Context: an optimization exercise on an open-source flow, tuned for small area, a short achievable clock period and few clock cycles per item. The choices shown serve that exercise and are no tape-out recipe.
RTL that was checked went through simulation tests only; none was proved equivalent to the original.
The RTL of runs 1 to 3 was laid out without a check of its function.

<file path="flow/design.v">
module alarm_sched (
    input  wire        clk,
    input  wire        rst,
    input  wire        cmd_valid,
    input  wire [63:0] cmd,
    output wire        cmd_ready,
    output reg         rsp_valid,
    output reg  [31:0] rsp_data,
    output wire [2:0]  rsp_fault,
    output wire        rsp_pend
);
    localparam [7:0] OP_RESET = 8'h01;
    localparam [7:0] OP_SEC   = 8'h03;
    localparam [7:0] OP_CLASS = 8'h18;
    localparam [7:0] OP_AINIT = 8'h20;
    localparam [7:0] OP_ASERV = 8'h21;
    localparam [7:0] OP_ASET  = 8'h22;
    localparam [7:0] OP_AGET  = 8'h23;
    localparam [7:0] OP_TSET  = 8'h24;
    localparam [7:0] OP_TGET  = 8'h25;
    localparam [2:0] F_NONE    = 3'd0;
    localparam [2:0] F_ILLEGAL = 3'd1;
    localparam [2:0] F_RANGE   = 3'd2;
    localparam [2:0] F_ARM_OVF = 3'd3;
    localparam [9:0]  DAY_HI    = 10'd675;         
    localparam [24:0] LAST_BASE = 25'd33554250;    
    localparam [24:0] PREV_BASE = 25'd33553575;    
    localparam [9:0]  LAST_FREE = 10'd182;         
    function automatic [32:0] radd(input [31:0] a, input [31:0] b, input ci);
        integer n;
        reg c;
        begin
            c = ci;
            for (n = 0; n < 32; n = n + 1) begin
                radd[n] = a[n] ^ b[n] ^ c;
                c = (a[n] & b[n]) | (c & (a[n] ^ b[n]));
            end
            radd[32] = c;
        end
    endfunction
    function automatic rge(input [31:0] a, input [31:0] b);
        integer n;
        reg c;
        begin
            c = 1'b1;
            for (n = 0; n < 32; n = n + 1)
                c = (a[n] & ~b[n]) | (c & ~(a[n] ^ b[n]));
            rge = c;
        end
    endfunction
    function automatic sum_eq(input [31:0] a, input [31:0] b, input [31:0] s);
        integer n;
        reg k, e;
        begin
            k = 1'b0;
            e = 1'b1;
            for (n = 0; n < 32; n = n + 1) begin
                e = e & ~(a[n] ^ b[n] ^ s[n] ^ k);
                k = (a[n] & b[n]) | ((a[n] | b[n]) & ~s[n]);
            end
            sum_eq = e;
        end
    endfunction
    reg        rdy;
    reg        rst_q;
    reg        cq_v;
    reg  [7:0] cq_op;
    reg        cq_z1;          
    reg        cq_z2;          
    reg  [2:0] cq_a;           
    reg [16:0] cq_d;           
    reg        cq_z17;         
    assign cmd_ready = rdy;
    wire acc       = cmd_valid & rdy;
    wire acc_multi = acc & (cmd[63:62] == 2'b00) & (cmd[60:57] == 4'b0000) &
                     (cmd[61] ^ cmd[56]);
    wire acc_reset = acc & (cmd[63:56] == OP_RESET);
    wire acc_tset  = acc & cmd[58] & ~cmd[56];
    always @(posedge clk) begin
        cq_op <= {2'b00, cmd[61:56]};
        cq_z1 <= (|cmd[63:62]) | (|cmd[55:45]);
        cq_z2 <= |cmd[44:35];
        cq_a  <= cmd[34:32];
        cq_d  <= cmd[16:0];
        cq_z17 <= (cmd[31:17] == 15'd0);
        rst_q <= rst;
        cq_v  <= acc & ~rst;
    end
    reg [31:0] cnt;
    reg [16:0] off;
    reg        en, pend, sun;
    reg [24:0] day_base;
    reg [2:0]  nxt_dow;
    reg [2:0]  fault;
    reg [16:0] tbl_s [0:6];
    reg [6:0]  tbl_v;
    reg [1:0]  ph;              
    reg        mleg;            
    reg [9:0]  dr;              
    reg [2:0]  dq;              
    reg        hv;              
    reg        cvb;             
    reg [2:0]  cv;              
    assign rsp_fault = fault;
    assign rsp_pend  = pend;
    wire b_zero = cq_z17 & (cq_d == 17'd0);
    wire a_zero = (cq_a == 3'd0);
    wire z_hi   = cq_z1 | cq_z2;
    wire is_reset = cq_op == OP_RESET;
    wire is_sec   = cq_op == OP_SEC;
    wire is_class = cq_op == OP_CLASS;
    wire is_ainit = cq_op == OP_AINIT;
    wire is_aserv = cq_op == OP_ASERV;
    wire is_aset  = cq_op == OP_ASET;
    wire is_aget  = cq_op == OP_AGET;
    wire is_tset  = cq_op == OP_TSET;
    wire is_tget  = cq_op == OP_TGET;
    wire multi    = is_ainit | is_reset;
    wire legal =
        ((is_reset | is_sec | is_ainit | is_aserv | is_tget) & ~z_hi & a_zero & b_zero) |
        ((is_class | is_tset) & ~z_hi & a_zero) |
        (is_aset & ~z_hi) |
        (is_aget & ~z_hi & b_zero);
    wire day7     = (cq_a == 3'd7);
    wire secs_big = ~cq_z17 | rge({15'd0, cq_d}, 32'd86400);
    wire [31:0] cb = {cq_z17 ? 15'd0 : 15'h7fff, cq_d};
    reg  [2:0]  class_code;
    always @* begin
        if (b_zero)
            class_code = 3'd3;
        else if (rge(cb, 32'd950) && rge(32'd1250, cb))
            class_code = 3'd0;
        else if (rge(cb, 32'd2050) && rge(32'd2350, cb))
            class_code = 3'd1;
        else if (rge(cb, 32'd13350) && rge(32'd13650, cb))
            class_code = 3'd2;
        else
            class_code = 3'd4;
    end
    reg         lo_sel;          
    wire [31:0] div_src = (cq_v & is_tset) ? {cnt[31:17], cq_d} : cnt;
    reg  [10:0] r_w;
    reg  [2:0]  q_w;
    reg  [7:0]  bits_w;
    reg  [3:0]  t_w;
    reg  [32:0] d_w;
    integer     j;
    always @* begin
        if (!lo_sel) begin
            r_w    = {2'b00, div_src[31:23]};
            q_w    = 3'd0;
            bits_w = div_src[22:15];
        end else begin
            r_w    = {1'b0, dr};
            q_w    = dq;
            bits_w = cnt[14:7];
        end
        for (j = 7; j >= 0; j = j - 1) begin
            r_w = {r_w[9:0], bits_w[j]};
            d_w = radd({21'd0, r_w}, ~32'd675, 1'b1);
            if (d_w[32]) begin
                r_w = d_w[10:0];
                t_w = {q_w, 1'b1};
            end else begin
                t_w = {q_w, 1'b0};
            end
            q_w = (t_w[3] | (&t_w[2:0])) ? t_w[2:0] + 3'd1 : t_w[2:0];
        end
    end
    wire [2:0] rd_idx   = (cvb | ph[1]) ? (cvb ? cv : dq) : cq_op[1] ? cq_a : nxt_dow;
    reg [16:0] rd_raw;
    reg        rd_v;
    always @* begin
        case (rd_idx)
            3'd0: rd_raw = tbl_s[0];
            3'd1: rd_raw = tbl_s[1];
            3'd2: rd_raw = tbl_s[2];
            3'd3: rd_raw = tbl_s[3];
            3'd4: rd_raw = tbl_s[4];
            3'd5: rd_raw = tbl_s[5];
            default: rd_raw = tbl_s[6];
        endcase
        rd_v = tbl_v[rd_idx];
    end
    wire [14:0] cy   = rd_raw[16:2];
    wire [32:0] cs1a = radd({28'd0, cy[3:0]}, {28'd0, cy[7:4]}, 1'b0);
    wire [32:0] cs1b = radd({28'd0, cy[11:8]}, {29'd0, cy[14:12]}, 1'b0);
    wire [32:0] cs1  = radd({27'd0, cs1a[4:0]}, {27'd0, cs1b[4:0]}, 1'b0);
    wire [32:0] cs2  = radd({28'd0, cs1[3:0]}, {30'd0, cs1[5:4]}, 1'b0);
    wire        c15  = cs2[4] | (&cs2[3:0]);
    wire [3:0]  cmod = c15 ? cs2[3:0] + 4'd1 : cs2[3:0];
    wire [32:0] cyl  = radd({28'd0, cy[3:0]}, ~{28'd0, cmod}, 1'b1);
    wire [32:0] cyh  = radd({21'd0, cy[14:4]}, 32'hffff_ffff, 1'b0);
    wire [16:0] rd_boot = {cyl[4] ? cyh[10:0] : cy[14:4], cyl[3:0], 2'b00};
    wire [16:0] tbl_wd  = cvb ? rd_boot : cq_d;
    wire [16:0] rd    = rd_v ? rd_raw : 17'd0;
    wire        rd_nz = |rd;
    wire [16:0] sod      = {dr, cnt[6:0]};
    wire [32:0] bn_w     = radd({7'd0, cnt[31:7]}, ~{22'd0, dr}, 1'b1);
    wire [24:0] base_now = bn_w[24:0];
    wire        ai_sun   = rd_nz & rge({15'd0, rd}, {15'd0, sod});
    wire        ai_hit   = ai_sun & (rd == sod);
    wire [16:0] ai_w     = ai_sun ? rd : 17'd86400;
    wire        ai_ovf   = (base_now == LAST_BASE) & rge({22'd0, ai_w[16:7]}, {22'd0, LAST_FREE});
    wire [2:0]  ai_dow   = (dq == 3'd6) ? 3'd0 : dq + 3'd1;
    wire [32:0] bi_w     = radd({7'd0, day_base}, {22'd0, DAY_HI}, 1'b0);
    wire [24:0] base_inc = bi_w[24:0];
    wire [16:0] sv_w     = (sun | ~rd_nz) ? 17'd86400 : rd;
    wire [16:0] sv_add   = sun ? 17'd0 : sv_w;      
    wire        sv_hit   = (cnt[6:0] == sv_add[6:0]) &
                           sum_eq({7'd0, base_inc}, {22'd0, sv_add[16:7]}, {7'd0, cnt[31:7]});
    wire        sv_ovf   = sun ? (day_base == LAST_BASE)
                               : (day_base == LAST_BASE) |
                                 ((day_base == PREV_BASE) & rge({22'd0, sv_w[16:7]}, {22'd0, LAST_FREE}));
    wire [2:0]  sv_dow   = (nxt_dow == 3'd6) ? 3'd0 : nxt_dow + 3'd1;
    wire [32:0] ci_w     = radd(cnt, 32'd0, 1'b1);
    wire [31:0] cnt_inc  = ci_w[31:0];
    wire        sec_hit  = en & (cnt_inc[6:0] == off[6:0]) &
                           sum_eq({7'd0, day_base}, {22'd0, off[16:7]}, {7'd0, cnt_inc[31:7]});
    wire one   = cq_v & (ph == 2'd0);             
    wire ok    = (fault == F_NONE);
    wire start = one & multi;
    wire fin   = (ph == 2'd2) & ~cvb;              
    wire sv_go = one & is_aserv & pend;            
    wire f_rng = (is_aset & (day7 | secs_big)) | (is_aget & day7);
    wire good  = ok & legal & ~f_rng;              
    reg [1:0] ph_n;
    always @* begin
        ph_n = 2'd0;
        if (start) ph_n = hv ? 2'd2 : 2'd1;
        else if (ph == 2'd1 || (ph == 2'd2 && cvb)) ph_n = 2'd2;
    end
    wire hv_n = (ph == 2'd0) & ~(cq_v & (is_sec | multi)) & ~acc_tset & ~rst_q;
    integer k;
    always @(posedge clk) begin
        if (rst) begin
            ph  <= 2'd0;
            rdy <= 1'b1;
            cvb <= 1'b0;
            rsp_valid <= 1'b0;
        end else begin
            ph  <= ph_n;
            rdy <= ~acc_multi & (ph_n != 2'd1) & ~(cvb & (cv != 3'd6));
            cvb <= acc_reset | (cvb & (cv != 3'd6));
            rsp_valid <= (one & ~multi) | fin;
        end
        if (start)
            mleg <= legal;
        if (ph != 2'd2) begin
            dr <= r_w[9:0];
            dq <= q_w;
        end
        hv <= hv_n;
        lo_sel <= ~rst & ((acc_multi & hv_n) | (ph_n == 2'd1));
        cv <= cvb ? cv + 3'd1 : 3'd0;
        rsp_data <= 32'd0;
        if (one & good) begin
            if (is_tget)  rsp_data <= cnt;
            if (is_aget)  rsp_data <= {15'd0, rd};
            if (is_class) rsp_data <= {29'd0, class_code};
            if (sv_go & ~sv_ovf) rsp_data <= sun ? 32'd1 : 32'd2;
        end
        if (one & is_sec)
            cnt <= cnt_inc;
        if (one & is_tset)
            cnt[16:0] <= cq_d;
        for (k = 0; k < 7; k = k + 1) begin
            if ((one & is_aset & (cq_a == k)) | (cvb & (cv == k)))
                tbl_s[k] <= tbl_wd;
            if (one & is_aset & (cq_a == k))
                tbl_v[k] <= 1'b1;
        end
        if (one & is_sec & sec_hit)
            en <= 1'b0;
        if (sv_go) begin
            en  <= ~sv_hit;
            off <= sv_w;
            sun <= ~sun & rd_nz;
            if (~sun) begin
                day_base <= base_inc;
                nxt_dow  <= sv_dow;
            end
        end
        if (fin) begin
            en       <= ~ai_hit;
            off      <= ai_w;
            sun      <= ai_sun;
            day_base <= base_now;
            nxt_dow  <= ai_dow;
        end
        if (one & ok & ~multi) begin
            if (!legal)
                fault <= F_ILLEGAL;
            else if (f_rng)
                fault <= F_RANGE;
            else if (sv_go & sv_ovf)
                fault <= F_ARM_OVF;
            else if (is_sec & sec_hit)
                pend <= 1'b1;
            else if (sv_go)
                pend <= sv_hit;
        end
        if (start & ok & ~legal)
            fault <= F_ILLEGAL;
        if (fin & ok & mleg) begin
            if (ai_ovf)
                fault <= F_ARM_OVF;
            else
                pend <= ai_hit;
        end
        if (rst_q) begin
            cnt   <= 32'd0;
            en    <= 1'b0;
            pend  <= 1'b0;
            fault <= F_NONE;
            tbl_v <= 7'd0;
        end
        if (acc_tset)
            cnt[31:17] <= cmd[31:17];
    end
endmodule
</file>
<file path="flow/standard.sh">
#!/bin/bash
# synth_recipe.tcl (not shown) runs the flow's synth.tcl, then flattens the netlist and writes it again
# the make line also repeats each setting of config.mk as NAME=value (left out here)
make -C /OpenROAD-flow-scripts/flow DESIGN_CONFIG=/design/flow/config.mk WORK_HOME=/design/flow/orfs CLKGATE_MAP_FILE= SYNTH_SCRIPT=/design/flow/synth_recipe.tcl "${@:-finish}"
</file>
<file path="flow/config.mk">
export PLATFORM = sky130hd
export DESIGN_NAME = alarm_sched
export DESIGN_NICKNAME = alarm_sched
export VERILOG_FILES = /design/flow/design.v
export SDC_FILE = /design/flow/constraint.sdc
export NUM_CORES = 4
export LEC_CHECK = 0
export ABC_AREA = 1
export CAP_MARGIN = 20
export CORE_MARGIN = 2
export CORE_UTILIZATION = 40
export CTS_CLUSTER_DIAMETER = 100
export CTS_CLUSTER_SIZE = 24
export SLEW_MARGIN = 20
export DONT_USE_CELLS = sky130_fd_sc_hd__ha_1 sky130_fd_sc_hd__ha_2 sky130_fd_sc_hd__ha_4 sky130_fd_sc_hd__fa_1 sky130_fd_sc_hd__fa_2 sky130_fd_sc_hd__fa_4
export BUFFER_PORTS_ARGS = -buffer_cell sky130_fd_sc_hd__buf_2
</file>
<file path="flow/constraint.sdc">
create_clock -name core_clock -period 45.0 [get_ports {clk}]
set_input_delay 9.0000 -clock core_clock [delete_from_list [all_inputs] [get_ports {clk}]]
set_output_delay 9.0000 -clock core_clock [all_outputs]
set_load 0.01 [all_outputs]
</file>
<file path="flow/flow/run.sh">
#!/bin/bash
# The standard layout with two changes to the ORFS settings:
#  - the full and half adder cells are kept out of the design (the
#    platform's other don't-use cells are still appended by its config), so
#    ORFS skips extract_fa and abc maps the arithmetic itself;
#  - every port is still buffered, with buf_2 in place of ORFS's default
#    port buffer (clkdlybuf4s50_1, a slow delay cell).
set -euo pipefail
cat >> config.mk <<'EOC'
export DONT_USE_CELLS = sky130_fd_sc_hd__ha_1 sky130_fd_sc_hd__ha_2 sky130_fd_sc_hd__ha_4 sky130_fd_sc_hd__fa_1 sky130_fd_sc_hd__fa_2 sky130_fd_sc_hd__fa_4
export BUFFER_PORTS_ARGS = -buffer_cell sky130_fd_sc_hd__buf_2
EOC
bash standard.sh finish > flow_make.log 2>&1
</file>
==> impl_results.md, run 1 <==
* Status: no timing/DRC/antenna violations
* Worst clock skew at between 40 and 50 ps
* Vias per Instance at 5.280
* Initial antenna violation count at 1
* Final setup TNS at 0 ps
* Post-synthesis register bit count at 296
* Crit start category: flop
* Global routing usage on met3 at 2.483%
* Crit path kind: reg2out
* Routing usage on met1 at 32.84%
* GR Util All Layers at 23.34%
* ANT cells at 0
* Hold_buf cts at 0
* Multi-input logic area at 9300 sq um
* CTS tree: built
* CP Max Fanout at 4
* Yosys warns at 2
* Top_reg_cell synth: edfxtp_1
* Inserted Clock Buffers at 18
* Die area at 48870 sq um
* Register area at 7868 sq um
* DR WL/cell at roughly 18 microns
* Reg clk slew, reported paths at about 100 ps
* GR Util met2 at 38.56%
* Area post-placement at 20020 sq um
* Final wirelength at 58150 microns
* Vias after detailed routing at approximately 17000
* Layout Utilization at 44.23%
* Number of flops mapped to enable cells by yosys at 194
* Iteration-0 DRC Markers at 1632
* Fin Hold WS at 460.6 ps
* Die H at 221.1 microns
* # rows at 79
* Vias in the first global route at 16240
* Synthesized Nets at 2586
* Layout cells sized above 1 at a little over a tenth
* First-pass GRT wire length at 90220 microns
* Post-route cell area at 20590 sq um
* Achievable Freq at 97.30 MHz
* Post-Synthesis Cells at about 2500
* Number of buffers and inverters on the critical path at 1
* Worst path max stage delay at 510 ps
* Delay-heaviest family, CP: flip-flops
* Port bufs at between 100 and 150
* Relative slew slack at 29.03%
* Seq/Total Area, Yosys at a little over two fifths
* Total clock sinks at 296
* Initial DRT Pass Iterations at 6
* Area grow syn2layout at 9.275%
* Grt total ovfl at 0
* Worst path cell trace: buf_2
* Crit. Startpoint: fault[1]
* Slowest-stage cell, CP: dfxtp_1
* Most common cell after layout, fill and taps aside: nand2_1
* Clock latency (worst-skew pair) at around 570 ps
* Cell area after synthesis at 18850 sq um
* Die X at 221.1 microns
* RSZ-0062 raised after global routing: false
* Worst Setup End Kind: output port
* Root buf cell: clkbuf_16
* Pin count of the biggest net entering global routing at 37
* Post-CTS sizing at 0
* Final hold viol count at 0
* DP Wirelength at 44750 microns
* RR Startpoint: cvb
* Async SR Flop Fraction at 0%
* Tcrit/Tclk final at ~23%
* Post-layout min period at 10280 ps
* Busiest grt layer: met2
* CP required at ~36000 ps
* Cell variety after synth at 70
* Setup bufs post-CTS at 0
* CORE AREA at 46560 sq um
* H-tree depth at 1
* Finish-stage setup viols at 0
* GPL Wtd Cong at 0.9472
* DRC errors left at 0
* Mean Syn Cell Area at 7.481 sq um
* Filler cells at 4729
* Final #Nets at 2680
* Hold Crit Class: reg2reg
* Worst Hold Launch: tbl_v[1]
* Antenna viol nets, final at 0
* Fin. max-slew vios at 0
* Initial Utilization at 40.48%
* Most frequent cells in the layout: nand2_1, inv_1, nor2_1
* Critical path arrival at 1280 ps
* Clk buf depth at 3
* Least-Margin Pin Slew at around 1100 ps
* I/O Pins at roughly 110
* Max capacitance violation total at 0
worst min-delay path: stages (launching register included):
cell	delay, ps
dfxtp_1	320
inv_1	50
a21oi_1	50
registers in the layout, summed over array words and instances (netlist names), 2 cells and up:
name	flops
off	17
nxt_dow	3
cv	3
cq_d	17
day_base	25
fault	3
cq_op	6
tbl_s	119
ph	2
rsp_data	32
dq	3
tbl_v	7
dr	10
cq_a	3
cnt	32
worst paths after layout:
kind	endpoint	slack (ps)	cells after the start
max	rsp_fault[1]	34720	1
min	tbl_v[1]	460	2
max reg2reg	tbl_s[4][15]	35220	52
min reg2reg	tbl_v[1]	460	2
layer usage:
| metal | wire, microns | vias up |
|---|---|---|
| met2 | 26740 | 566 |
| met1 | 26490 | 7993 |
| met5 | 13 | - |
| li1 | - | 8436 |
| met4 | 1160 | 2 |
| met3 | 3738 | 68 |
cell usage after synthesis, drive strengths merged (2+ instances only):
library cell	number	area share (%)
xor2	109	5.2
nor2	297	6.1
or2	21	0.70
a311oi	3	0.14
buf	11	0.68
a21o	2	0.080
clkbuf	35	0.70
o31ai	4	0.16
a32o	2	0.11
a21boi	2	0.080
a211oi	4	0.16
a22oi	9	0.36
o2111ai	3	0.14
xnor2	40	1.9
nor3	42	1.1
bufinv	2	0.19
edfxtp	194	31
a31oi	30	1.0
or4	4	0.16
nand2	721	16
a221oi	18	0.84
a22o	6	0.28
a21oi	65	1.8
nand3b	16	0.64
o211ai	9	0.39
nand4	39	1.3
dfxtp	102	11
nand3	115	3.2
o21ai	161	4.4
inv	376	7.5
nor4	20	0.66
a2111oi	8	0.37
or3	2	0.066
o22ai	29	0.96
o21a	2	0.080
and2	2	0.066
cell families (layout without fill, tap and decap cells):
family          Yosys count  after routing  share of synthesized area [%]
xor+xnor                149            149                          7.104
fa+ha+maj                 1              1                        0.05312
buf+inv                 425            531                          9.102
simple gates           1281           1281                          30.23
flops                   296            296                          41.75
compound gates          367            367                          11.76
final cells by class:
| type | instances | share of cell area, % |
|---|---|---|
| sequential | 296 | 38.20 |
| multi-input combinational | 1798 | 45.16 |
| clock inverter | 7 | 0.4071 |
| tap | 607 | 3.688 |
| timing repair buffer | 120 | 3.111 |
| inverter | 379 | 7.066 |
| clock buffer | 25 | 2.363 |
per-stage QoR:
| stage | setup WS (ps) | std cells |
|---|---|---|
| after detailed placement | 34220 | 3200 |
| after global placement | 34270 | 3200 |
| after CTS | 34730 | 3232 |
| final | 34720 | 3232 |
| after floorplan | 34770 | 2519 |
| after global routing | 34300 | 3232 |
==> inputs of run 2 (changes only) <==
--- a/flow/config.mk
+++ b/flow/config.mk
@@ -9,5 +9,5 @@
 export CAP_MARGIN = 20
 export CORE_MARGIN = 2
-export CORE_UTILIZATION = 40
+export CORE_UTILIZATION = 50
 export CTS_CLUSTER_DIAMETER = 100
 export CTS_CLUSTER_SIZE = 24
==> impl_results.md, run 2 <==
* Hold Crit Class: reg2reg (unchanged)
* Least-Margin Pin Slew at 1089 ps (was 1062 ps)
* CTS tree: built (unchanged)
* Post-Synthesis Cells at 2519 (unchanged)
* Layout cells sized above 1 at 10.71% (was 10.82%)
* # rows at 71 (was 79)
* Multi-input logic area at 9291 sq um (was 9300 sq um)
* Final #Nets at 2681 (was 2680)
* Grt total ovfl at 0 (unchanged)
* Top reg by flops: tbl_s (unchanged)
* Worst hold stages at 2 (unchanged)
* GR Util All Layers at 29.21% (was 23.34%)
* Setup Slack @ Placement at 34180 ps (was 34220 ps)
* Initial antenna violation count at 0 (was 1)
* Worst setup margin at 34740 ps (was 34720 ps)
* Non-filler cells, final at 3135 (was 3232)
* DP Wirelength at 44170 microns (was 44750 microns)
* Status: no timing/DRC/antenna violations (unchanged)
* Reg clk slew, reported paths at 100 ps (about the same)
* R2R Setup Slk at 35400 ps (was 35220 ps)
* List of most frequent post-synthesis cells: nand2_1, inv_1, nor2_1 (unchanged)
* Port bufs at 104 (unchanged)
* Finish-stage setup viols at 0 (unchanged)
* Initial DRT Pass Iterations at 6 (unchanged)
* Worst clock skew at 27.02 ps (was 42.69 ps)
* Number of flops mapped to enable cells by yosys at 194 (unchanged)
* Critical path arrival at 10400 ps (was 1280 ps)
* Final hold viol count at 0 (unchanged)
* Vias per Instance at 5.474 (was 5.280)
* ANT cells at 0 (unchanged)
* Worst Hold Path EP: tbl_v[0] (was tbl_v[1])
* First-pass GRT wire length at 88510 microns (was 90220 microns)
* Final setup TNS at 0 ps (unchanged)
* Root buf cell: clkbuf_16 (unchanged)
* Post-synthesis register bit count at 296 (unchanged)
* Crit path kind: in2reg (was reg2out)
* H-tree depth at 1 (unchanged)
* Initial Utilization at 50.39% (was 40.48%)
* DRC errors left at 0 (unchanged)
* Cell area after synthesis at 18850 sq um (unchanged)
* Yosys top cell area share at 30.91% (unchanged)
* Biggest area consumer among synthesized cells: edfxtp_1 (unchanged)
* Count leader, synth: nand2_1 (unchanged)
* Inserted Clock Buffers at 16 (was 18)
* Area grow syn2layout at 8.199% (was 9.275%)
* Vias in the first global route at 16120 (was 16240)
* Async SR Flop Fraction at 0% (unchanged)
* Pin count of the biggest net entering global routing at 37 (unchanged)
* DR WL/cell at 18.18 microns (was 17.99 microns)
* CP required at 45140 ps (was 36000 ps)
* Clock latency (worst-skew pair) at 540 ps (was 570 ps)
* Synthesized Nets at 2586 (unchanged)
* Hold_buf cts at 0 (unchanged)
* Dpl cells at 3106 (was 3200)
* Iteration-0 DRC Markers at 1449 (was 1632)
* CP Max Fanout at 15 (was 4)
* Final wirelength at 56980 microns (was 58150 microns)
* Cell variety after synth at 70 (unchanged)
* Tcrit/Tclk final at 22.80% (was 22.84%)
* Yosys warns at 2 (unchanged)
* Most frequent cells in the layout: nand2_1, inv_1, nor2_1 (unchanged)
* Max reg flops at 119 (unchanged)
* Seq/Total Area, Yosys at 41.75% (unchanged)
* CORE AREA at 37400 sq um (was 46560 sq um)
* Main area contributors after synthesis: edfxtp_1, nand2_1, dfxtp_1 (unchanged)
* GPL Wtd Cong at 0.9950 (was 0.9472)
* Total clock sinks at 296 (unchanged)
* RR Startpoint: cvb (unchanged)
* I/O Pins at 105 (unchanged)
* Most common cell after layout, fill and taps aside: nand2_1 (unchanged)
* Mean Syn Cell Area at 7.481 sq um (unchanged)
* Antenna viol nets, final at 0 (unchanged)
* Largest registers: tbl_s: 119 flops, cnt: 32 flops, rsp_data: 32 flops (unchanged)
* Relative slew slack at 26.63% (was 29.03%)
* Vias after detailed routing at 17160 (was 17070)
* Register area at 7868 sq um (unchanged)
* RSZ-0062 raised after global routing: false (unchanged)
* Worst Hold Launch: tbl_v[0] (was tbl_v[1])
* Die area at 39260 sq um (was 48870 sq um)
* Top_reg_cell synth: edfxtp_1 (unchanged)
* Setup bufs post-CTS at 0 (unchanged)
* Die X at 198.1 microns (was 221.1 microns)
* Achievable Freq at 97.46 MHz (was 97.30 MHz)
* Worst Setup End Kind: flop (was output port)
* Post-layout min period at 10260 ps (was 10280 ps)
* Worst R2R End: tbl_s[4][15] (unchanged)
* Post-CTS sizing at 0 (unchanged)
* Crit start category: input pin (was flop)
* Reg2Reg Depth at 49 (was 52)
* Clk buf depth at 3 (unchanged)
* Filler cells at 3667 (was 4729)
* Fin. max-slew vios at 0 (unchanged)
* Die H at 198.1 microns (was 221.1 microns)
* Max capacitance violation total at 0 (unchanged)
## run 2: cell families after synthesis
| group | after synthesis | share of synthesized area [%] |
|---|---|---|
| simple gates | 1281 | 30.23 |
| buf+inv | 425 | 9.102 |
| compound gates | 367 | 11.76 |
| flops | 296 | 41.75 |
| xor+xnor | 149 | 7.104 |
| fa+ha+maj | 1 | 0.05312 |
## run 2: how the worst max path moves through the flow
stage	from	end
6_report	cmd_valid	cnt[17]
5_1_grt	cvb	tbl_s[1][15]
4_1_cts	cmd_valid	cnt[18]
3_5_place_dp	cmd_valid	cnt[20]
3_3_place_gp	cmd_valid	cnt[17]
2_1_floorplan	cmd_valid	cnt[17]
## run 2: cell type report
| class | instances | area share, % |
|---|---|---|
| inverters | 379 | 7.136 |
| flip-flops and latches | 296 | 38.58 |
| repair buffers | 123 | 3.240 |
| multi-input cells | 1798 | 45.57 |
| clock buffers | 24 | 2.160 |
| well taps | 511 | 3.136 |
| clock inverters | 4 | 0.1779 |
## run 2: per-stage QoR
| stage | hold WS, ps | instance area (sq um) | utilization, % |
|---|---|---|---|
| CTS | 455.6 | 20390 | 54.51 |
| global route | 486.9 | 20390 | 54.52 |
| global placement | 442.5 | 19910 | 53.23 |
| detailed placement | 440.7 | 19910 | 53.23 |
| floorplan | 430.1 | 18850 | - |
| finish | 455.6 | 20390 | 54.52 |
## run 2: critical path, cell delays in order
cell,delay [ps]
buf_2,100
nand2_1,270
nor3_2,70
buf_4,210
nor2_1,280
nand2_1,470
## run 2: routing by layer
metal  vias up  share of wire, %  track usage, %
met3        87               6.7           2.691
li1       8436                 -               -
met4         0               2.9           8.939
met1      8056                45           40.66
met5         -                 0               0
met2       583                45           48.24
==> inputs of run 3 (changes only) <==
==> flow/flow/run.sh (replaced) <==
#!/bin/bash
# The standard layout with these changes to the ORFS settings:
#  - the full and half adder cells are kept out of the design (the
#    platform's other don't-use cells are still appended by its config), so
#    ORFS skips extract_fa and abc maps the arithmetic itself;
#  - every port is still buffered, with buf_2 in place of ORFS's default
#    port buffer (clkdlybuf4s50_1, a slow delay cell);
#  - timing repair aims for 35.3 ns of slack on the 45 ns clock, that is for
#    a period near 9.7 ns, instead of stopping at zero slack.
set -euo pipefail
cat >> config.mk <<'EOC'
export DONT_USE_CELLS = sky130_fd_sc_hd__ha_1 sky130_fd_sc_hd__ha_2 sky130_fd_sc_hd__ha_4 sky130_fd_sc_hd__fa_1 sky130_fd_sc_hd__fa_2 sky130_fd_sc_hd__fa_4
export BUFFER_PORTS_ARGS = -buffer_cell sky130_fd_sc_hd__buf_2
export SETUP_SLACK_MARGIN = 35.3
EOC
bash standard.sh finish > flow_make.log 2>&1
--- a/flow/config.mk
+++ b/flow/config.mk
@@ -9,5 +9,5 @@
 export CAP_MARGIN = 20
 export CORE_MARGIN = 2
-export CORE_UTILIZATION = 50
+export CORE_UTILIZATION = 40
 export CTS_CLUSTER_DIAMETER = 100
 export CTS_CLUSTER_SIZE = 24
@@ -15,2 +15,3 @@
 export DONT_USE_CELLS = sky130_fd_sc_hd__ha_1 sky130_fd_sc_hd__ha_2 sky130_fd_sc_hd__ha_4 sky130_fd_sc_hd__fa_1 sky130_fd_sc_hd__fa_2 sky130_fd_sc_hd__fa_4
 export BUFFER_PORTS_ARGS = -buffer_cell sky130_fd_sc_hd__buf_2
+export SETUP_SLACK_MARGIN = 35.3
==> impl_results.md, run 3 <==
* Status: no timing/DRC/antenna violations (unchanged)
* Tcrit/Tclk final at 22.28% (was 22.80%)
* Hold Crit Class: reg2reg (unchanged)
* Die X at 221.1 microns (was 198.1 microns)
* Clock latency (worst-skew pair) at 580 ps (was 540 ps)
* List of most frequent post-synthesis cells: nand2_1, inv_1, nor2_1 (unchanged)
* Achievable Freq at 99.73 MHz (was 97.46 MHz)
* Finish-stage setup viols at 0 (unchanged)
* DRC errors left at 0 (unchanged)
* CORE AREA at 46560 sq um (was 37400 sq um)
* Crit path depth at 1 (was 6)
* Worst R2R End: tbl_s[0][15] (was tbl_s[4][15])
* Worst Setup End Kind: output port (was flop)
* Total clock sinks at 296 (unchanged)
* Worst clock skew at 63.26 ps (was 27.02 ps)
* Root buf cell: clkbuf_16 (unchanged)
* Post-synthesis register bit count at 296 (unchanged)
* Number of flops mapped to enable cells by yosys at 194 (unchanged)
* Max reg flops at 119 (unchanged)
* Crit start category: flop (was input pin)
* Port bufs at 104 (unchanged)
* Cell variety after synth at 70 (unchanged)
* Post-Synthesis Cells at 2519 (unchanged)
* Area grow syn2layout at 11.47% (was 8.199%)
* Post-layout min period at 10030 ps (was 10260 ps)
* Largest registers: tbl_s: 119 flops, cnt: 32 flops, rsp_data: 32 flops (unchanged)
* Initial DRT Pass Iterations at 6 (unchanged)
* GPL Wtd Cong at 0.9385 (was 0.9950)
* DR WL/cell at 18.11 microns (was 18.18 microns)
* First-pass GRT wire length at 90790 microns (was 88510 microns)
* CP Max Fanout at 2 (was 15)
* Reg2Reg Depth at 54 (was 49)
* I/O Pins at 105 (unchanged)
* Iteration-0 DRC Markers at 1628 (was 1449)
* Worst path max stage delay at 340 ps (was 470 ps)
* Setup Slack @ Placement at 34260 ps (was 34180 ps)
* ANT cells at 0 (unchanged)
* Initial Utilization at 40.48% (was 50.39%)
* H-tree depth at 1 (unchanged)
* Critical path arrival at 1030 ps (was 10400 ps)
* Initial antenna violation count at 1 (was 0)
* Top reg by flops: tbl_s (unchanged)
* Final wirelength at 58750 microns (was 56980 microns)
* Main area contributors after synthesis: edfxtp_1, nand2_1, dfxtp_1 (unchanged)
* Fin Hold WS at 455.1 ps (was 455.6 ps)
* Final #Nets at 2692 (was 2681)
* Most common cell after layout, fill and taps aside: nand2_1 (unchanged)
* Inserted Clock Buffers at 18 (was 16)
* Vias in the first global route at 16110 (was 16120)
* Max capacitance violation total at 0 (unchanged)
* DP Wirelength at 45550 microns (was 44170 microns)
* Mean Syn Cell Area at 7.481 sq um (unchanged)
* Async SR Flop Fraction at 0% (unchanged)
* CP required at 36000 ps (was 45140 ps)
* Reg clk slew, reported paths at 110 ps (was 100 ps)
* Most frequent cells in the layout: nand2_1, inv_1, nor2_1 (unchanged)
* Slowest-stage cell, CP: dfxtp_2 (was nand2_1)
* Die H at 221.1 microns (was 198.1 microns)
* Final hold viol count at 0 (unchanged)
* Antenna viol nets, final at 0 (unchanged)
* Pin count of the biggest net entering global routing at 37 (unchanged)
* Delay-heaviest family, CP: flip-flops (was simple AND/OR/NAND/NOR gates)
* Number of buffers and inverters on the critical path at 1 (was 2)
* RR Startpoint: cvb (unchanged)
* Seq/Total Area, Yosys at 41.75% (unchanged)
* R2R Setup Slk at 36350 ps (was 35400 ps)
* Biggest area consumer among synthesized cells: edfxtp_1 (unchanged)
* Grt total ovfl at 0 (unchanged)
* Worst path cell trace: buf_6 (was buf_2, nand2_1, nor3_2, buf_4, nor2_1, nand2_1)
* RSZ-0062 raised after global routing: true (was false)
* Clk buf depth at 3 (unchanged)
* Vias after detailed routing at 17290 (was 17160)
* Layout cells sized above 1 at 12.59% (was 10.71%)
* Yosys top cell area share at 30.91% (unchanged)
* Relative slew slack at 30.31% (was 26.63%)
* Least-Margin Pin Slew at 1032 ps (was 1089 ps)
* GR Util All Layers at 23.46% (was 29.21%)
* Cell area after synthesis at 18850 sq um (unchanged)
* Top_reg_cell synth: edfxtp_1 (unchanged)
* Final setup TNS at 0 ps (unchanged)
* Die area at 48870 sq um (was 39260 sq um)
* Yosys warns at 2 (unchanged)
* Crit path kind: reg2out (was in2reg)
* Hold_buf cts at 0 (unchanged)
* End of the critical path: rsp_fault[2] (was cnt[17])
* Crit. Startpoint: fault[2] (was cmd_valid)
* CTS tree: built (unchanged)
* Vias per Instance at 5.329 (was 5.474)
* Fin. max-slew vios at 0 (unchanged)
* Worst setup margin at 34970 ps (was 34740 ps)
* Layout Utilization at 45.12% (was 54.52%)
* Synthesized Nets at 2586 (unchanged)
* # rows at 79 (was 71)
* Count leader, synth: nand2_1 (unchanged)
==> run 3: cell counts after synthesis <==
No cell type changed its count.
==> run 3: layout make-up <==
type / instances / area, sq um
Tap cell: 607 / 759.5
Clock inverter: 7 / 77.57
Inverter: 379 / 1463
Timing Repair Buffer: 132 / 857.1
Sequential cell: 296 / 7891
Multi-Input combinational cell: 1798 / 9440
Clock buffer: 25 / 519.2
Fill cell: 4693 / 25550
==> run 3: metrics by stage <==
stage          instances  cell area (sq um)
2_1_floorplan       2519              18900
3_3_place_gp        3203              20070
3_5_place_dp        3203              20070
4_1_cts             3240              20760
5_1_grt             3244              21010
6_report            3244              21010
==> run 3: logic make-up (layout without fill, tap and decap cells) <==
kind of cell | count (synthesis) | count (layout) | synth area share [%]
flip-flops | 296 | 296 | 41.75
AO/OA/AOI/OAI | 367 | 367 | 11.76
AND/OR/NAND/NOR | 1281 | 1281 | 30.23
adder cells (fa/ha/maj) | 1 | 1 | 0.05312
XOR/XNOR | 149 | 149 | 7.104
buffers and inverters | 425 | 543 | 9.102
==> run 3: worst min-delay path by stage <==
stage | slack (ps) | from | cells after the start | endpoint
after floorplan | 430 | tbl_v[3] | 2 | tbl_v[3]
after global placement | 440 | tbl_v[0] | 2 | tbl_v[0]
after detailed placement | 440 | tbl_v[0] | 2 | tbl_v[0]
after CTS | 460 | tbl_v[0] | 2 | tbl_v[0]
after global routing | 470 | tbl_v[3] | 2 | tbl_v[3]
final | 460 | tbl_v[0] | 2 | tbl_v[0]
==> run 3: layer usage <==
| layer | vias up | global-route usage (%) | routed length [microns] |
|---|---|---|---|
| met1 | 8113 | 33.71 | 27260 |
| met2 | 619 | 37.40 | 26060 |
| li1 | 8475 | - | - |
| met3 | 79 | 2.775 | 4018 |
| met5 | - | 0 | 0 |
| met4 | 0 | 6.192 | 1412 |
==> run 3: repair_timing <==
item	4_1_cts	5_1_grt
gates resized for setup	15	53
endpoints found under the setup margin	77	112
setup buffers	5	4
pin swaps	1	1
==> inputs of run 4 (changes only) <==
--- a/flow/design.v
+++ b/flow/design.v
@@ -102,6 +102,8 @@
     reg        cvb;             
     reg [2:0]  cv;              
-    assign rsp_fault = fault;
-    assign rsp_pend  = pend;
+    reg  [2:0] fault_o;
+    reg        pend_o;
+    assign rsp_fault = fault_o;
+    assign rsp_pend  = pend_o;
     wire b_zero = cq_z17 & (cq_d == 17'd0);
     wire a_zero = (cq_a == 3'd0);
@@ -231,4 +233,34 @@
         else if (ph == 2'd1 || (ph == 2'd2 && cvb)) ph_n = 2'd2;
     end
+    reg [2:0] fault_n;
+    reg       pend_n;
+    always @* begin
+        fault_n = fault;
+        pend_n  = pend;
+        if (one & ok & ~multi) begin
+            if (!legal)
+                fault_n = F_ILLEGAL;
+            else if (f_rng)
+                fault_n = F_RANGE;
+            else if (sv_go & sv_ovf)
+                fault_n = F_ARM_OVF;
+            else if (is_sec & sec_hit)
+                pend_n = 1'b1;
+            else if (sv_go)
+                pend_n = sv_hit;
+        end
+        if (start & ok & ~legal)
+            fault_n = F_ILLEGAL;
+        if (fin & ok & mleg) begin
+            if (ai_ovf)
+                fault_n = F_ARM_OVF;
+            else
+                pend_n = ai_hit;
+        end
+        if (rst_q) begin
+            fault_n = F_NONE;
+            pend_n  = 1'b0;
+        end
+    end
     wire hv_n = (ph == 2'd0) & ~(cq_v & (is_sec | multi)) & ~acc_tset & ~rst_q;
     integer k;
@@ -289,29 +321,11 @@
             nxt_dow  <= ai_dow;
         end
-        if (one & ok & ~multi) begin
-            if (!legal)
-                fault <= F_ILLEGAL;
-            else if (f_rng)
-                fault <= F_RANGE;
-            else if (sv_go & sv_ovf)
-                fault <= F_ARM_OVF;
-            else if (is_sec & sec_hit)
-                pend <= 1'b1;
-            else if (sv_go)
-                pend <= sv_hit;
-        end
-        if (start & ok & ~legal)
-            fault <= F_ILLEGAL;
-        if (fin & ok & mleg) begin
-            if (ai_ovf)
-                fault <= F_ARM_OVF;
-            else
-                pend <= ai_hit;
-        end
+        pend    <= pend_n;
+        fault   <= fault_n;
+        pend_o  <= ~rst & pend_n;
+        fault_o <= rst ? F_NONE : fault_n;
         if (rst_q) begin
             cnt   <= 32'd0;
             en    <= 1'b0;
-            pend  <= 1'b0;
-            fault <= F_NONE;
             tbl_v <= 7'd0;
         end
--- a/flow/flow/run.sh
+++ b/flow/flow/run.sh
@@ -6,11 +6,11 @@
 #  - every port is still buffered, with buf_2 in place of ORFS's default
 #    port buffer (clkdlybuf4s50_1, a slow delay cell);
-#  - timing repair aims for 35.3 ns of slack on the 45 ns clock, that is for
-#    a period near 9.7 ns, instead of stopping at zero slack.
+#  - timing repair aims for 35 ns of slack on the 45 ns clock, that is for
+#    a period near 10 ns, instead of stopping at zero slack.
 set -euo pipefail
 cat >> config.mk <<'EOC'
 export DONT_USE_CELLS = sky130_fd_sc_hd__ha_1 sky130_fd_sc_hd__ha_2 sky130_fd_sc_hd__ha_4 sky130_fd_sc_hd__fa_1 sky130_fd_sc_hd__fa_2 sky130_fd_sc_hd__fa_4
 export BUFFER_PORTS_ARGS = -buffer_cell sky130_fd_sc_hd__buf_2
-export SETUP_SLACK_MARGIN = 35.3
+export SETUP_SLACK_MARGIN = 35.0
 EOC
 bash standard.sh finish > flow_make.log 2>&1
--- a/flow/config.mk
+++ b/flow/config.mk
@@ -15,3 +15,3 @@
 export DONT_USE_CELLS = sky130_fd_sc_hd__ha_1 sky130_fd_sc_hd__ha_2 sky130_fd_sc_hd__ha_4 sky130_fd_sc_hd__fa_1 sky130_fd_sc_hd__fa_2 sky130_fd_sc_hd__fa_4
 export BUFFER_PORTS_ARGS = -buffer_cell sky130_fd_sc_hd__buf_2
-export SETUP_SLACK_MARGIN = 35.3
+export SETUP_SLACK_MARGIN = 35.0
==> impl_results.md, run 4 <==
* Main area contributors after synthesis: edfxtp_1, nand2_1, dfxtp_1 (unchanged)
* Crit path kind: reg2out (unchanged)
* First-pass GRT wire length at 87310 microns (was 90790 microns)
* GR Util met2 at 39.49% (was 37.40%)
* Final setup TNS at 0 ps (unchanged)
* Seq/Total Area, Yosys at 42.62% (was 41.75%)
* Area share of and/or/nand/nor cells after synthesis at 30.27% (was 30.23%)
* Fin. max-slew vios at 0 (unchanged)
* RSZ-0062 raised after global routing: true (unchanged)
* Post-synthesis register bit count at 300 (was 296)
* Worst clock skew at 31.27 ps (was 63.26 ps)
* Area grow syn2layout at 11.02% (was 11.47%)
* Layout cells sized above 1 at 11.05% (was 12.59%)
* Fin Hold WS at 462.4 ps (was 455.1 ps)
* Vias after detailed routing at 16940 (was 17290)
* R2R Setup Slk at 36030 ps (was 36350 ps)
* Synthesized Nets at 2588 (was 2586)
* GR Util All Layers at 23.68% (was 23.46%)
* Worst Setup End Kind: output port (unchanged)
* CP Max Fanout at 1 (was 2)
* H-tree depth at 1 (unchanged)
* Final hold viol count at 0 (unchanged)
* Total clock sinks at 300 (was 296)
* DRC errors left at 0 (unchanged)
* DR WL/cell at 17.76 microns (was 18.11 microns)
* # rows at 79 (unchanged)
* Top_reg_cell synth: edfxtp_1 (unchanged)
* Die X at 219.9 microns (was 221.1 microns)
* Biggest area consumer among synthesized cells: edfxtp_1 (unchanged)
* Finish-stage setup viols at 0 (unchanged)
* Post-Synthesis Cells at 2521 (was 2519)
* Vias per Instance at 5.211 (was 5.329)
* Cell area after synthesis at 18650 sq um (was 18850 sq um)
* Vias in the first global route at 15680 (was 16110)
* ANT cells at 0 (unchanged)
* CORE AREA at 46260 sq um (was 46560 sq um)
* I/O Pins at 105 (unchanged)
* Least-Margin Pin Slew at 1111 ps (was 1032 ps)
* Mean Syn Cell Area at 7.397 sq um (was 7.481 sq um)
* CP required at 36000 ps (about the same)
* Crit. Startpoint: fault_o[1] (was fault[2])
* Post-route cell area at 20700 sq um (was 21010 sq um)
* Number of flops mapped to enable cells by yosys at 194 (unchanged)
* Number of buffers and inverters on the critical path at 1 (unchanged)
* Die H at 219.9 microns (was 221.1 microns)
* Delay-heaviest family, CP: flip-flops (unchanged)
* CTS tree: built (unchanged)
* Port bufs at 104 (unchanged)
* Hold_buf cts at 0 (unchanged)
* Initial antenna violation count at 0 (was 1)
* Inserted Clock Buffers at 19 (was 18)
* Clock latency (worst-skew pair) at 550 ps (was 580 ps)
* Global routing usage on met3 at 3.161% (was 2.775%)
* Achievable Freq at 99.65 MHz (was 99.73 MHz)
* RR Startpoint: cq_op[1] (was cvb)
* Grt total ovfl at 0 (unchanged)
* Reg2Reg Depth at 50 (was 54)
* Final #Nets at 2697 (was 2692)
* Count leader, synth: nand2_1 (unchanged)
* End of the critical path: rsp_fault[1] (was rsp_fault[2])
* Largest family of logic cells by synthesized area: simple AND/OR/NAND/NOR gates (unchanged)
* Worst path max stage delay at 370 ps (was 340 ps)
* Most common cell after layout, fill and taps aside: nand2_1 (unchanged)
* Top reg by flops: tbl_s (unchanged)
* Reg clk slew, reported paths at 100 ps (was 110 ps)
* Final wirelength at 57730 microns (was 58750 microns)
* Largest registers: tbl_s: 119 flops, cnt: 32 flops, rsp_data: 32 flops (unchanged)
* Die area at 48360 sq um (was 48870 sq um)
* Multiplexer area fraction after synthesis at 0% (unchanged)
* Crit path depth at 1 (unchanged)
* Slowest-stage cell, CP: dfxtp_4 (was dfxtp_2)
* Area post-placement at 19890 sq um (was 20070 sq um)
* Post-layout min period at 10030 ps (about the same)
* GPL Wtd Cong at 0.9497 (was 0.9385)
* Clk buf depth at 3 (unchanged)
* DP Wirelength at 44520 microns (was 45550 microns)
* Pin count of the biggest net entering global routing at 37 (unchanged)
* Yosys warns at 2 (unchanged)
* Relative slew slack at 25.75% (was 30.31%)
* Max capacitance violation total at 0 (unchanged)
* XOR/XNOR share of the synthesized area at 7.079% (was 7.104%)
* Max reg flops at 119 (unchanged)
* Root buf cell: clkbuf_16 (unchanged)
* Cell variety after synth at 59 (was 70)
* Critical path arrival at 1030 ps (about the same)
* Routing usage on met1 at 31.96% (was 33.71%)
* Status: no timing/DRC/antenna violations (unchanged)
* Most frequent cells in the layout: nand2_1, inv_1, nor2_1 (unchanged)
* Worst R2R End: tbl_s[1][15] (was tbl_s[0][15])
* Iteration-0 DRC Markers at 1607 (was 1628)
* Yosys top cell area share at 31.24% (was 30.91%)
* Worst path cell trace: buf_6 (unchanged)
* Antenna viol nets, final at 0 (unchanged)
* Async SR Flop Fraction at 0% (unchanged)
* Busiest grt layer: met2 (unchanged)
* List of most frequent post-synthesis cells: nand2_1, inv_1, nor2_1 (unchanged)
* Tcrit/Tclk final at 22.30% (was 22.28%)
* Synth Area in Compound Gates at 11.02% (was 11.76%)
* Hold Crit Class: reg2reg (unchanged)
* Crit start category: flop (unchanged)
* Initial Utilization at 40.31% (was 40.48%)
* Adder-cell area share of the yosys netlist at 0.1074% (was 0.05311%)
* Initial DRT Pass Iterations at 6 (unchanged)
[run 4: changes by cell type after synthesis, moves of 9 or more]
cell	before	now
xor2_1	106	95
nor2_1	292	304
o21ai_1	28	11
xnor2_1	40	52
nand2_4	23	13
inv_1	360	372
o22ai_1	29	38
[run 4: how the worst min path moves through the flow]
stage / depth (start not counted) / end / slack (ps) / from
after floorplan: 2 / fault[2] / 420 / fault[2]
after global placement: 2 / tbl_v[4] / 450 / tbl_v[4]
after detailed placement: 2 / tbl_v[4] / 440 / tbl_v[4]
after CTS: 2 / tbl_v[4] / 460 / tbl_v[4]
after global routing: 2 / tbl_v[0] / 480 / tbl_v[0]
final: 2 / tbl_v[0] / 460 / tbl_v[0]
[run 4: kinds of logic (layout without fill, tap and decap cells)]
logic type               Yosys count  count (layout)
buffers and inverters            425             547
adder cells (fa/ha/maj)            2               2
AO/OA/AOI/OAI                    347             347
XOR/XNOR                         149             149
AND/OR/NAND/NOR                 1298            1298
flip-flops                       300             300
[run 4: what timing repair did]
| action | 4_1_cts | 5_1_grt |
|---|---|---|
| setup endpoints to repair | 58 | 80 |
| pin swaps | 1 | 0 |
| resized for setup | 18 | 19 |
| setup buffers | 2 | 3 |
[run 4: per-stage QoR]
| step | cells | worst slack, ps | util [%] |
|---|---|---|---|
| after global routing | 3250 | 34950 | 44.76 |
| after detailed placement | 3211 | 34000 | 43.01 |
| after floorplan | 2521 | 35000 | - |
| after global placement | 3211 | 34050 | 43.01 |
| final | 3250 | 34970 | 44.76 |
| after CTS | 3247 | 34950 | 44.54 |
[run 4: final cells by class]
class	count	area [sq um]
clock buffer	26	501.7
fill	4713	25560
tap	607	759.5
clock inverter	8	111.4
sequential	300	7966
timing repair buffer	131	818.3
inverter	382	1441
multi-input combinational	1796	9105
[run 4: layer usage]
metal  part of all wire (%)  vias up
met1                     44     7861
met3                    6.6       85
li1                       -     8460
met2                     46      531
met5                      0        -
met4                    2.8        0
Testbench counts of run 4, summed over its fixed seeds: cycles 20,417, ops 19,200.
==> inputs of run 5 (changes only) <==
--- a/flow/config.mk
+++ b/flow/config.mk
@@ -11,5 +11,5 @@
 export CORE_UTILIZATION = 40
 export CTS_CLUSTER_DIAMETER = 100
-export CTS_CLUSTER_SIZE = 24
+export CTS_CLUSTER_SIZE = 28
 export SLEW_MARGIN = 20
 export DONT_USE_CELLS = sky130_fd_sc_hd__ha_1 sky130_fd_sc_hd__ha_2 sky130_fd_sc_hd__ha_4 sky130_fd_sc_hd__fa_1 sky130_fd_sc_hd__fa_2 sky130_fd_sc_hd__fa_4
==> impl_results.md, run 5 <==
* Area post-placement at 19890 sq um (unchanged)
* Number of flops mapped to enable cells by yosys at 194 (unchanged)
* Top reg by flops: tbl_s (unchanged)
* Final wirelength at 57820 microns (was 57730 microns)
* Die H at 219.9 microns (unchanged)
* Worst clock skew at 29.61 ps (was 31.27 ps)
* Final hold viol count at 0 (unchanged)
* Largest registers: tbl_s: 119 flops, cnt: 32 flops, rsp_data: 32 flops (unchanged)
* Seq/Total Area, Yosys at 42.62% (unchanged)
* H-tree depth at 1 (unchanged)
* Iteration-0 DRC Markers at 1604 (was 1607)
* Tcrit/Tclk final at 22.31% (was 22.30%)
* DP Wirelength at 44520 microns (unchanged)
* Least-Margin Pin Slew at 1096 ps (was 1111 ps)
* Inserted Clock Buffers at 18 (was 19)
* Slowest-stage cell, CP: dfxtp_4 (unchanged)
* Initial DRT Pass Iterations at 5 (was 6)
* Finish-stage setup viols at 0 (unchanged)
* Post-route cell area at 20760 sq um (was 20700 sq um)
* Post-synthesis register bit count at 300 (unchanged)
* Max reg flops at 119 (unchanged)
* Post-layout min period at 10040 ps (was 10030 ps)
* Count leader, synth: nand2_1 (unchanged)
* Vias per Instance at 5.227 (was 5.211)
* Most common cell after layout, fill and taps aside: nand2_1 (unchanged)
* Achievable Freq at 99.62 MHz (was 99.65 MHz)
* CP required at 36000 ps (about the same)
* Clock latency (worst-skew pair) at 560 ps (was 550 ps)
* CORE AREA at 46260 sq um (unchanged)
* Delay-heaviest family, CP: flip-flops (unchanged)
* Yosys warns at 2 (unchanged)
* I/O Pins at 105 (unchanged)
* Port bufs at 104 (unchanged)
* CTS tree: built (unchanged)
* Reg clk slew, reported paths at 90 ps (was 100 ps)
* Mean Syn Cell Area at 7.397 sq um (unchanged)
* Number of buffers and inverters on the critical path at 1 (unchanged)
* Critical path arrival at 1040 ps (was 1030 ps)
* Layout cells sized above 1 at 11.20% (was 11.05%)
* Top_reg_cell synth: edfxtp_1 (unchanged)
* Fin Hold WS at 462.3 ps (was 462.4 ps)
* Yosys top cell area share at 31.24% (unchanged)
* Root buf cell: clkbuf_16 (unchanged)
* RSZ-0062 raised after global routing: true (unchanged)
* Max capacitance violation total at 0 (unchanged)
* GPL Wtd Cong at 0.9497 (unchanged)
* Crit start category: flop (unchanged)
* Async SR Flop Fraction at 0% (unchanged)
* Fin. max-slew vios at 0 (unchanged)
* DRC errors left at 0 (unchanged)
* Post-Synthesis Cells at 2521 (unchanged)
* Main area contributors after synthesis: edfxtp_1, nand2_1, dfxtp_1 (unchanged)
* ANT cells at 0 (unchanged)
* Vias after detailed routing at 16990 (was 16940)
* Final setup TNS at 0 ps (unchanged)
* Biggest area consumer among synthesized cells: edfxtp_1 (unchanged)
* Initial antenna violation count at 1 (was 0)
* Synthesized Nets at 2588 (unchanged)
* Worst path max stage delay at 370 ps (about the same)
* Hold Crit Class: reg2reg (unchanged)
* Vias in the first global route at 15690 (was 15680)
* CP Max Fanout at 1 (unchanged)
* Final #Nets at 2698 (was 2697)
* Cell variety after synth at 59 (unchanged)
* Die X at 219.9 microns (unchanged)
* Hold_buf cts at 0 (unchanged)
* DR WL/cell at 17.79 microns (was 17.76 microns)
* Status: no timing/DRC/antenna violations (unchanged)
* GR Util All Layers at 23.71% (was 23.68%)
* Pin count of the biggest net entering global routing at 37 (unchanged)
* Most frequent cells in the layout: nand2_1, inv_1, nor2_1 (unchanged)
* Filler cells at 4700 (was 4713)
* Cell area after synthesis at 18650 sq um (unchanged)
* Crit path kind: reg2out (unchanged)
* Clk buf depth at 3 (unchanged)
* Worst path cell trace: buf_6 (unchanged)
* Relative slew slack at 26.76% (was 25.75%)
* Die area at 48360 sq um (unchanged)
* Initial Utilization at 40.31% (unchanged)
* # rows at 79 (unchanged)
* List of most frequent post-synthesis cells: nand2_1, inv_1, nor2_1 (unchanged)
* Total clock sinks at 300 (unchanged)
* Antenna viol nets, final at 0 (unchanged)
* First-pass GRT wire length at 87350 microns (was 87310 microns)
* Grt total ovfl at 0 (unchanged)
* Worst Setup End Kind: output port (unchanged)
* Area grow syn2layout at 11.34% (was 11.02%)
-- run 5: cell counts after synthesis --
Identical to the previous run, type by type.
-- run 5: layout make-up --
type	instances	area [sq um]	area share, %
clock inverters	9	170.2	0.8196
multi-input cells	1796	9105	43.85
inverters	382	1441	6.942
well taps	607	759.5	3.658
flip-flops and latches	300	7966	38.37
clock buffers	23	479.2	2.308
repair buffers	133	840.8	4.050
-- run 5: cells by family (layout without fill, tap and decap cells) --
group / count (synthesis) / count (layout) / share of synthesized area (%)
buffers and inverters: 425 / 547 / 8.904
flip-flops: 300 / 300 / 42.62
AO/OA/AOI/OAI: 347 / 347 / 11.02
XOR/XNOR: 149 / 149 / 7.079
AND/OR/NAND/NOR: 1298 / 1298 / 30.27
adder cells (fa/ha/maj): 2 / 2 / 0.1074
-- run 5: layer usage --
| metal | global-route usage (%) | up-vias | routed length, microns |
|---|---|---|---|
| met4 | 7.360 | 2 | 1670 |
| met3 | 3.271 | 91 | 3825 |
| li1 | - | 8457 | - |
| met2 | 39.37 | 534 | 26610 |
| met5 | 0 | - | 8 |
| met1 | 31.97 | 7904 | 25700 |
-- run 5: what timing repair did --
item | in CTS | in global routing
pin swaps | 1 | 0
buffers inserted | 2 | 4
hold endpoints to repair | 0 | 0
gates resized for setup | 18 | 19
setup endpoints to repair | 64 | 83
-- run 5: worst paths after layout --
path                    from            to  slack [ps]  depth (start not counted)
setup / recovery  fault_o[1]  rsp_fault[1]       34960                          1
hold / removal      tbl_v[0]      tbl_v[0]         460                          2
setup reg to reg      lo_sel         dr[8]       36050                         77
hold reg to reg     tbl_v[0]      tbl_v[0]         460                          2
-- run 5: metrics by stage --
stage	setup WS, ps	std cells	util (%)
after floorplan	35000	2521	-
after global placement	34050	3211	43.01
after detailed placement	34000	3211	43.01
after CTS	34950	3245	44.61
after global routing	34940	3250	44.88
final	34960	3250	44.88
==> inputs of run 6 (changes only) <==
--- a/flow/flow/run.sh
+++ b/flow/flow/run.sh
@@ -6,11 +6,11 @@
 #  - every port is still buffered, with buf_2 in place of ORFS's default
 #    port buffer (clkdlybuf4s50_1, a slow delay cell);
-#  - timing repair aims for 35 ns of slack on the 45 ns clock, that is for
-#    a period near 10 ns, instead of stopping at zero slack.
+#  - timing repair aims for 34.8 ns of slack on the 45 ns clock, that is for
+#    a period near 10.2 ns, instead of stopping at zero slack.
 set -euo pipefail
 cat >> config.mk <<'EOC'
 export DONT_USE_CELLS = sky130_fd_sc_hd__ha_1 sky130_fd_sc_hd__ha_2 sky130_fd_sc_hd__ha_4 sky130_fd_sc_hd__fa_1 sky130_fd_sc_hd__fa_2 sky130_fd_sc_hd__fa_4
 export BUFFER_PORTS_ARGS = -buffer_cell sky130_fd_sc_hd__buf_2
-export SETUP_SLACK_MARGIN = 35.0
+export SETUP_SLACK_MARGIN = 34.8
 EOC
 bash standard.sh finish > flow_make.log 2>&1
--- a/flow/config.mk
+++ b/flow/config.mk
@@ -11,7 +11,7 @@
 export CORE_UTILIZATION = 40
 export CTS_CLUSTER_DIAMETER = 100
-export CTS_CLUSTER_SIZE = 28
+export CTS_CLUSTER_SIZE = 24
 export SLEW_MARGIN = 20
 export DONT_USE_CELLS = sky130_fd_sc_hd__ha_1 sky130_fd_sc_hd__ha_2 sky130_fd_sc_hd__ha_4 sky130_fd_sc_hd__fa_1 sky130_fd_sc_hd__fa_2 sky130_fd_sc_hd__fa_4
 export BUFFER_PORTS_ARGS = -buffer_cell sky130_fd_sc_hd__buf_2
-export SETUP_SLACK_MARGIN = 35.0
+export SETUP_SLACK_MARGIN = 34.8
==> impl_results.md, run 6 <==
* Biggest area consumer among synthesized cells: edfxtp_1 (unchanged)
* Port bufs at 104 (unchanged)
* Most frequent cells in the layout: nand2_1, inv_1, nor2_1 (unchanged)
* # rows at 79 (unchanged)
* Max reg flops at 119 (unchanged)
* H-tree depth at 1 (unchanged)
* Pin count of the biggest net entering global routing at 37 (unchanged)
* Tcrit/Tclk final at 22.42% (was 22.31%)
* Synthesized Nets at 2588 (unchanged)
* Inserted Clock Buffers at 19 (was 18)
* GR Util All Layers at 24.00% (was 23.71%)
* Async SR Flop Fraction at 0% (unchanged)
* Most common cell after layout, fill and taps aside: nand2_1 (unchanged)
* Worst Setup End Kind: output port (unchanged)
* Crit start category: flop (unchanged)
* Least-Margin Pin Slew at 1060 ps (was 1096 ps)
* Total clock sinks at 300 (unchanged)
* DRC errors left at 0 (unchanged)
* ANT cells at 0 (unchanged)
* Grt total ovfl at 0 (unchanged)
* CTS tree: built (unchanged)
* Worst clock skew at 36.74 ps (was 29.61 ps)
* Delay-heaviest family, CP: flip-flops (unchanged)
* Yosys warns at 2 (unchanged)
* Hold Crit Class: reg2reg (unchanged)
* Yosys top cell area share at 31.24% (unchanged)
* Relative slew slack at 29.15% (was 26.76%)
* DR WL/cell at 17.88 microns (was 17.79 microns)
* Status: no timing/DRC/antenna violations (unchanged)
* DP Wirelength at 44610 microns (was 44520 microns)
* Top_reg_cell synth: edfxtp_1 (unchanged)
* CORE AREA at 46260 sq um (unchanged)
* I/O Pins at 105 (unchanged)
* Worst path cell trace: buf_2 (was buf_6)
* Post-layout min period at 10090 ps (was 10040 ps)
* Initial DRT Pass Iterations at 5 (unchanged)
* Area grow syn2layout at 10.41% (was 11.34%)
* Seq/Total Area, Yosys at 42.62% (unchanged)
* Cell variety after synth at 59 (unchanged)
* Top reg by flops: tbl_s (unchanged)
* Final hold viol count at 0 (unchanged)
* Final wirelength at 58130 microns (was 57820 microns)
* Cell area after synthesis at 18650 sq um (unchanged)
* Die X at 219.9 microns (unchanged)
* Final #Nets at 2698 (unchanged)
* Hold_buf cts at 0 (unchanged)
* Finish-stage setup viols at 0 (unchanged)
* Iteration-0 DRC Markers at 1628 (was 1604)
* Post-Synthesis Cells at 2521 (unchanged)
* Fin. max-slew vios at 0 (unchanged)
* Max capacitance violation total at 0 (unchanged)
* RSZ-0062 raised after global routing: false (was true)
* Initial Utilization at 40.31% (unchanged)
* Crit path kind: reg2out (unchanged)
* Achievable Freq at 99.11 MHz (was 99.62 MHz)
* Reg clk slew, reported paths at 100 ps (was 90 ps)
* Count leader, synth: nand2_1 (unchanged)
* Clock latency (worst-skew pair) at 560 ps (about the same)
* Mean Syn Cell Area at 7.397 sq um (unchanged)
* First-pass GRT wire length at 89390 microns (was 87350 microns)
* Layout cells sized above 1 at 10.51% (was 11.20%)
* CP required at 36000 ps (about the same)
* Vias after detailed routing at 17170 (was 16990)
* Number of flops mapped to enable cells by yosys at 194 (unchanged)
* Die area at 48360 sq um (unchanged)
* Vias per Instance at 5.282 (was 5.227)
* CP Max Fanout at 1 (unchanged)
* Slowest-stage cell, CP: dfxtp_1 (was dfxtp_4)
* Number of buffers and inverters on the critical path at 1 (unchanged)
* Layout Utilization at 44.51% (was 44.88%)
* Initial antenna violation count at 0 (was 1)
* GPL Wtd Cong at 0.9667 (was 0.9497)
* Clk buf depth at 3 (unchanged)
* Antenna viol nets, final at 0 (unchanged)
* Critical path arrival at 1090 ps (was 1040 ps)
* Root buf cell: clkbuf_16 (unchanged)
* Main area contributors after synthesis: edfxtp_1, nand2_1, dfxtp_1 (unchanged)
* Vias in the first global route at 16000 (was 15690)
* List of most frequent post-synthesis cells: nand2_1, inv_1, nor2_1 (unchanged)
* Largest registers: tbl_s: 119 flops, cnt: 32 flops, rsp_data: 32 flops (unchanged)
* Die H at 219.9 microns (unchanged)
* Worst path max stage delay at 390 ps (was 370 ps)
* Post-synthesis register bit count at 300 (unchanged)
* Final setup TNS at 0 ps (unchanged)
## run 6: cell counts after synthesis
Identical to the previous run, type by type.
## run 6: through the flow
step           cell area, sq um  hold slack, ps  worst slack (ps)  cells
2_1_floorplan             18650           424.8             34900   2521
3_3_place_gp              19920           446.9             34320   3215
3_5_place_dp              19920           450.0             34250   3215
4_1_cts                   20550           465.1             34820   3249
5_1_grt                   20590           496.1             34830   3251
6_report                  20590           465.1             34910   3251
## run 6: area by class of cell
class | instances | area (sq um)
sequential | 300 | 7948
tap | 607 | 759.5
fill | 4681 | 25670
clock inverter | 6 | 92.59
timing repair buffer | 132 | 734.5
multi-input combinational | 1796 | 9076
clock buffer | 28 | 540.5
inverter | 382 | 1438
## run 6: logic make-up after synthesis
| logic type | share of synthesized area (%) |
|---|---|
| adders and majority gates | 0.1074 |
| DFF | 42.62 |
| buffers and inverters | 8.904 |
| and+or+nand+nor | 30.27 |
| xor gates and xnor gates | 7.079 |
| AOI/OAI and AO/OA | 11.02 |
## run 6: worst paths after layout
kind         startpoint            to  slack [ps]  cells after the start
max          fault_o[1]  rsp_fault[1]       34910                      1
min            tbl_v[4]      tbl_v[4]         470                      2
max reg2reg      lo_sel         dr[8]       35860                     79
min reg2reg    tbl_v[4]      tbl_v[4]         470                      2
## run 6: timing repair
item	in CTS	in global routing
resized for setup	0	6
setup buffers	0	2
setup endpoints to repair	0	11
## run 6: tightest hold or removal path, cell delays in order (launching register included)
cell     delay [ps]
dfxtp_1         330
inv_1            50
a21oi_1          50
## run 6: routing by layer
metal	up-vias	GRT usage [%]	routed length (microns)
met1	8086	33.46	26300
li1	8459	-	-
met5	-	0	0
met4	0	6.532	1372
met2	551	39.47	26780
met3	75	2.650	3678

[port drivers added, routing unchanged]
How much do the figures lean on ideal ports? The routed layouts below were timed once more, with nothing changed but the port constraints. Step 1: set_driving_cell puts a clkbuf_16 on clk and a buf_2 on each other input, an assumption about the parent block. Step 2 adds t to the input delays and takes it off the output delays; t is the mean of the earliest and latest rising clock arrival at the registers after step 1. Input paths then give back, and output paths get back, about the clock's delay inside the block. a / b / c = ideal / step 1 / step 2; a / b = the first two.
| run | t (ns) | setup slack, ns | worst hold slack (ns) | slew at the worst register clock pin (ns) | cell pins on the clock port's net |
|---|---|---|---|---|---|
| run 1 | 0.603 | 34.722 / 34.670 / 34.266 | 0.461 / 0.461 / 0.461 | 0.10 / 0.10 | 1 |
| run 2 | 0.586 | 34.739 / 34.718 / 34.191 | 0.456 / 0.456 / 0.456 | 0.11 / 0.11 | 1 |
| run 3 | 0.601 | 34.973 / 34.918 / 34.794 | 0.455 / 0.455 / 0.455 | 0.11 / 0.11 | 1 |
| run 4 | 0.592 | 34.965 / 34.907 / 34.571 | 0.462 / 0.462 / 0.462 | 0.10 / 0.10 | 1 |
| run 5 | 0.602 | 34.962 / 34.904 / 34.549 | 0.462 / 0.462 / 0.462 | 0.11 / 0.11 | 1 |
| run 6 | 0.597 | 34.910 / 34.853 / 34.411 | 0.465 / 0.465 / 0.465 | 0.11 / 0.11 | 1 |
After both steps setup and hold are still met in every run listed. For run 2, which loses most, drivers alone change the setup slack by -0.021 ns; drivers and shift together by -0.548 ns.
